From an optimization exercise on the open Yosys and OpenROAD flow, aimed at small area, a short achievable clock period and few clock cycles per item; shortcuts taken in it are not production practice.
Only simulation tests tie the RTL to the original design; equivalence was not proved.

Setup of red:
// shse_smoother
module shse_smoother (
    input             clk,
    input             rst,
    input             in_valid,
    output            in_ready,
    input      [1:0]  in_op,
    input      [4:0]  in_band,
    input      [31:0] in_data,
    output reg        out_valid,
    output reg [31:0] out_data
);
For scale: ~1,300 flip-flops, ~76 I/O pins, ~76,000 um2 of cells after synthesis.
export LEC_CHECK = 0
export ABC_AREA = 1
export CAP_MARGIN = 20
export CORE_MARGIN = 2
export CORE_UTILIZATION = 55
export CTS_CLUSTER_DIAMETER = 70
export CTS_CLUSTER_SIZE = 25
export SETUP_SLACK_MARGIN = 2
export SLEW_MARGIN = 20
create_clock -name core_clock -period 60.0 [get_ports {clk}]
standard.sh (not shown) runs the stock make flow with config.mk's settings and CLKGATE_MAP_FILE= SYNTH_SCRIPT=/design/flow/synth_recipe.tcl, a recipe that flattens the netlist after the stock synthesis.
==> flow/flow/run.sh <==
#!/bin/bash
# Standard layout (standard.sh, unchanged synthesis), with the port buffers
# made from buf_2 cells instead of the default pick. Each tool's output goes
# to ORFS's own logs; make's output goes to standard.log here.
export BUFFER_PORTS_ARGS="-buffer_cell sky130_fd_sc_hd__buf_2"
bash standard.sh > standard.log 2>&1
red | stages: all done | timing, DRC, antenna: all pass
Testbench counts of red, summed over its fixed seeds: cycles 7,184, items 7,072.
Input changes introduced in blue (baseline for comparison: red):
--- a/flow/design.v
+++ b/flow/design.v
@@ -1359,23 +1359,17 @@
     wire [7:0]  es = sml[30:23];
     wire [23:0] ms = {es != 8'd0, sml[22:0]};
     wire [7:0]  xs = (es == 8'd0) ? 8'd1 : es;
     assign mg = {eg != 8'd0, big[22:0]};
     assign xg = (eg == 8'd0) ? 8'd1 : eg;
     wire [7:0]  dx = xg - xs;
     wire [4:0]  sh     = (dx >= 8'd27) ? 5'd27 : dx[4:0];
-    wire [26:0] sa     = {ms, 3'd0} >> sh;
-    integer i;
-    reg [4:0] tz;
-    always @* begin
-        tz = 5'd31;
-        for (i = 23; i >= 0; i = i - 1)
-            if (ms[i]) tz = i[4:0];
-    end
-    wire        sticky = ({1'b0, tz} + 6'd3 < {1'b0, sh});
+    wire [26:0] ms_ext = {ms, 3'd0};
+    wire [26:0] sa     = ms_ext >> sh;
+    wire        sticky = |(ms_ext & ~({27{1'b1}} << sh));
     assign al  = {sa[26:1], sa[0] | sticky};
     assign sgn = big[31];
     assign sub = big[31] ^ sml[31];
 endmodule
 module shse_fp_add (
     input  [23:0] mg,
     input  [26:0] al,
@@ -1425,15 +1419,15 @@
     localparam [23:0] ALPHA_M_RESET = 24'hCCCCCD;
     localparam [9:0]  ALPHA_X_RESET = 10'd126;
     reg rst_q;
     always @(posedge clk) rst_q <= rst;
     reg [4:0] ph;
     always @(posedge clk) ph <= rst_q ? 5'd0 : ph + 5'd1;
     reg        rdy;        
-    reg        rdy_o;      
+    reg        busy_o;     
     reg        s_v;
     reg [3:0]  s_op;       
     reg [4:0]  s_band;
     reg [31:0] s_data;
     reg [2:0]  s_cnt;      
     wire is_step  = s_op[0];
     wire is_read  = s_op[1];
@@ -1458,34 +1452,33 @@
     wire [31:0] tap0 = ring[32*0  +: 32];
     wire [31:0] tap1 = ring[32*8  +: 32];
     wire [31:0] tap2 = ring[32*16 +: 32];
     wire [31:0] tap3 = ring[32*24 +: 32];
     wire       leave = s_v & rdy;
     wire [1:0] tap   = ph[4:3] - s_band[4:3];
     wire       fire  = is_seed ? (s_v & (s_cnt == 3'd0)) : leave;
-    assign in_ready = rdy_o;
+    assign in_ready = ~busy_o;
     wire accept = in_valid & rdy;
     wire [2:0] ph_n    = rst_q ? 3'd0 : ph[2:0] + 3'd1;
     wire       ld_a    = s_v & is_setal & rdy;             
     wire       busy_n  = ld_a ? (~d_n & (|s_data[22:0])) : (a_busy & ~a_m[22]);
     wire       blk_n   = (s_v & is_setal) | r1_setal | busy_n;
     wire [3:0] in_op1  = {in_op == OP_SEED, in_op == OP_SETALPHA, in_op == OP_READ, in_op == OP_STEP};
     wire       go_new  = in_op1[2] | ((in_band[2:0] == ph_n) & (in_op1[1] | (in_op1[0] & ~blk_n)));
     wire       go_old  = is_setal | (is_seed & (s_cnt == 3'd5))
                        | ((s_band[2:0] == ph_n) & (is_read | (is_step & ~blk_n)));
     wire       rdy_n   = accept ? go_new : (rdy ? 1'b1 : go_old);
-    wire       rdy_n2  = (in_valid & rdy_o) ? go_new : (rdy_o | go_old);
     always @(posedge clk) begin
         if (rst) begin
             rdy    <= 1'b1;
-            rdy_o  <= 1'b1;
+            busy_o <= 1'b0;
             s_v    <= 1'b0;
         end else begin
             rdy    <= rdy_n;
-            rdy_o  <= rdy_n2;
+            busy_o <= ~rdy_n;
             if (rdy) s_v <= in_valid;
         end
         if (rdy) begin
             s_op   <= in_op1;
             s_band <= in_band;
             s_data <= in_data;
             s_cnt  <= 3'd0;
## What came out
- In terms of flip-flop and latch count, blue and red differ only marginally.
- Relative to red, netlist area before placement has increased by about 1.2% in blue.
- Comparing number of logic stages on the critical path including buffering for red and blue, the smaller number came from red.
- Going from red to blue, the final HPWL from detailed placement was found to have gone up by about 3.3%.
- Compared to red, blue leaves less free space in the core.
- Comparing top fanout value on the critical path for red and blue, the bigger number came from red.
- Shortest period the worst path allows improves in blue relative to red.
- As far as share of final layout cell area taken by non-clock buffers is concerned, red and blue perform about the same.
- Summary of blue over red: wire length now larger, mean cell area of the mapped netlist fell by 1.6%, count of clock-buffer cells in the layout lost about 8%.
- In blue the share of post-route cells with drive strength above 1 turned out 0.21 points lower than in red.
- The number of fill cells in the layout of blue exceeds that of red by 135.
Testbench counts of blue, summed over its fixed seeds: cycles 7,184, items 7,072.

========
shse_smoother, a different RTL version from the one above (not shown whole).
Size in the first run: roughly 8400 cells after synthesis, about 1300 flip-flops, ~76 I/O pins.
Design shse_smoother, start of the top module:
module shse_smoother (
    input             clk,
    input             rst,
    input             in_valid,
    output            in_ready,
    input      [1:0]  in_op,
    input      [4:0]  in_band,
    input      [31:0] in_data,
    output reg        out_valid,
    output reg [31:0] out_data
);
==> module shse_fp_add_align, before the edit <==
module shse_fp_add_align (
    input  [31:0] a,
    input  [31:0] b,
    output [23:0] mg,       
    output [26:0] al,       
    output [2:0]  sh_lo,    
    output        st,       
    output [7:0]  xg,       
    output        sgn,      
    output        sub       
);
    wire        swap = a[30:0] < b[30:0];
    wire [31:0] big  = swap ? b : a;
    wire [31:0] sml  = swap ? a : b;
    wire [7:0]  eg = big[30:23];
    wire [7:0]  es = sml[30:23];
    wire [23:0] ms = {es != 8'd0, sml[22:0]};
    wire [7:0]  xs = (es == 8'd0) ? 8'd1 : es;
    assign mg = {eg != 8'd0, big[22:0]};
    assign xg = (eg == 8'd0) ? 8'd1 : eg;
    wire [7:0]  dx = xg - xs;
    wire [4:0]  sh     = (dx >= 8'd27) ? 5'd27 : dx[4:0];
    assign al    = {ms, 3'd0} >> {sh[4:3], 3'd0};
    assign sh_lo = sh[2:0];
    integer i;
    reg [4:0] tz;
    always @* begin
        tz = 5'd31;
        for (i = 23; i >= 0; i = i - 1)
            if (ms[i]) tz = i[4:0];
    end
    assign st  = ({1'b0, tz} + 6'd3 < {1'b0, sh});
    assign sgn = big[31];
    assign sub = big[31] ^ sml[31];
endmodule
==> flow/config.mk <==
export PLATFORM = sky130hd
export DESIGN_NAME = shse_smoother
export DESIGN_NICKNAME = shse_smoother
export VERILOG_FILES = /design/flow/design.v
export SDC_FILE = /design/flow/constraint.sdc
export NUM_CORES = 4
export LEC_CHECK = 0
export ABC_AREA = 1
export CAP_MARGIN = 20
export CORE_MARGIN = 2
export CORE_UTILIZATION = 55
export CTS_CLUSTER_DIAMETER = 70
export CTS_CLUSTER_SIZE = 25
export SETUP_SLACK_MARGIN = 2
export SLEW_MARGIN = 20
==> flow/constraint.sdc <==
create_clock -name core_clock -period 60.0 [get_ports {clk}]
set_input_delay 12.0000 -clock core_clock [delete_from_list [all_inputs] [get_ports {clk}]]
set_output_delay 12.0000 -clock core_clock [all_outputs]
set_load 0.01 [all_outputs]
Scripts as last shown in full above: flow/flow/run.sh
Testbench counts at the start, summed over its fixed seeds: cycles 7,184, items 7,072.
Next try:
--- a/flow/design.v
+++ b/flow/design.v
@@ -1367,18 +1367,12 @@
     assign xg = (eg == 8'd0) ? 8'd1 : eg;
     wire [7:0]  dx = xg - xs;
     wire [4:0]  sh     = (dx >= 8'd27) ? 5'd27 : dx[4:0];
     assign al    = {ms, 3'd0} >> {sh[4:3], 3'd0};
     assign sh_lo = sh[2:0];
-    integer i;
-    reg [4:0] tz;
-    always @* begin
-        tz = 5'd31;
-        for (i = 23; i >= 0; i = i - 1)
-            if (ms[i]) tz = i[4:0];
-    end
-    assign st  = ({1'b0, tz} + 6'd3 < {1'b0, sh});
+    wire [26:0] ms_ext = {ms, 3'd0};
+    assign st  = |(ms_ext & ~({27{1'b1}} << sh));
     assign sgn = big[31];
     assign sub = big[31] ^ sml[31];
 endmodule
 module shse_fp_add (
     input  [23:0] mg,
First-iteration DRC count is higher by roughly a tenth.
Via count grows slightly.
Worst hold slack gains 0.0089 ns.
Setup slack improved by 0.12 ns.
Wire length rises by a few percent.
Final cell count grows slightly.
Die area rises slightly.
Final area climbs slightly.
Register-to-register slack loses 0.08 ns.
Global-route usage rose by 1.8 points.
Testbench counts after the change, summed over its fixed seeds: cycles 7,184, items 7,072.

## re-timing with driven ports
The flow's constraints put no driver on any port. The routed layouts listed below were extracted and timed again, unchanged, in two steps.
Step 1 assumes that a clkbuf_16 drives the clock port and a buf_2 every other input.
Step 2 times the ports against the registers' clock, not the clock port: input delays grow and output delays shrink by t, the midpoint of the rising clock arrivals with the driver on.
Slacks: no drivers / after step 1 / after step 2; pairs: no drivers / after step 1.
run | t (ns) | setup WS [ns] | hold WS [ns]
red | 0.790 | 46.774 / 46.696 / 47.054 | 0.291 / 0.291 / 0.291
blue | 0.784 | 46.824 / 46.736 / 47.018 | 0.284 / 0.284 / 0.284
the first run of note 2 | 0.775 | 46.740 / 46.656 / 47.114 | 0.307 / 0.307 / 0.307
the second run of note 2 | 0.780 | 46.858 / 46.773 / 46.850 | 0.316 / 0.316 / 0.316
After both steps setup and hold are still met in every run listed. For the second run of note 2, which loses most, drivers alone change the setup slack by -0.085 ns; drivers and shift together by -0.008 ns.
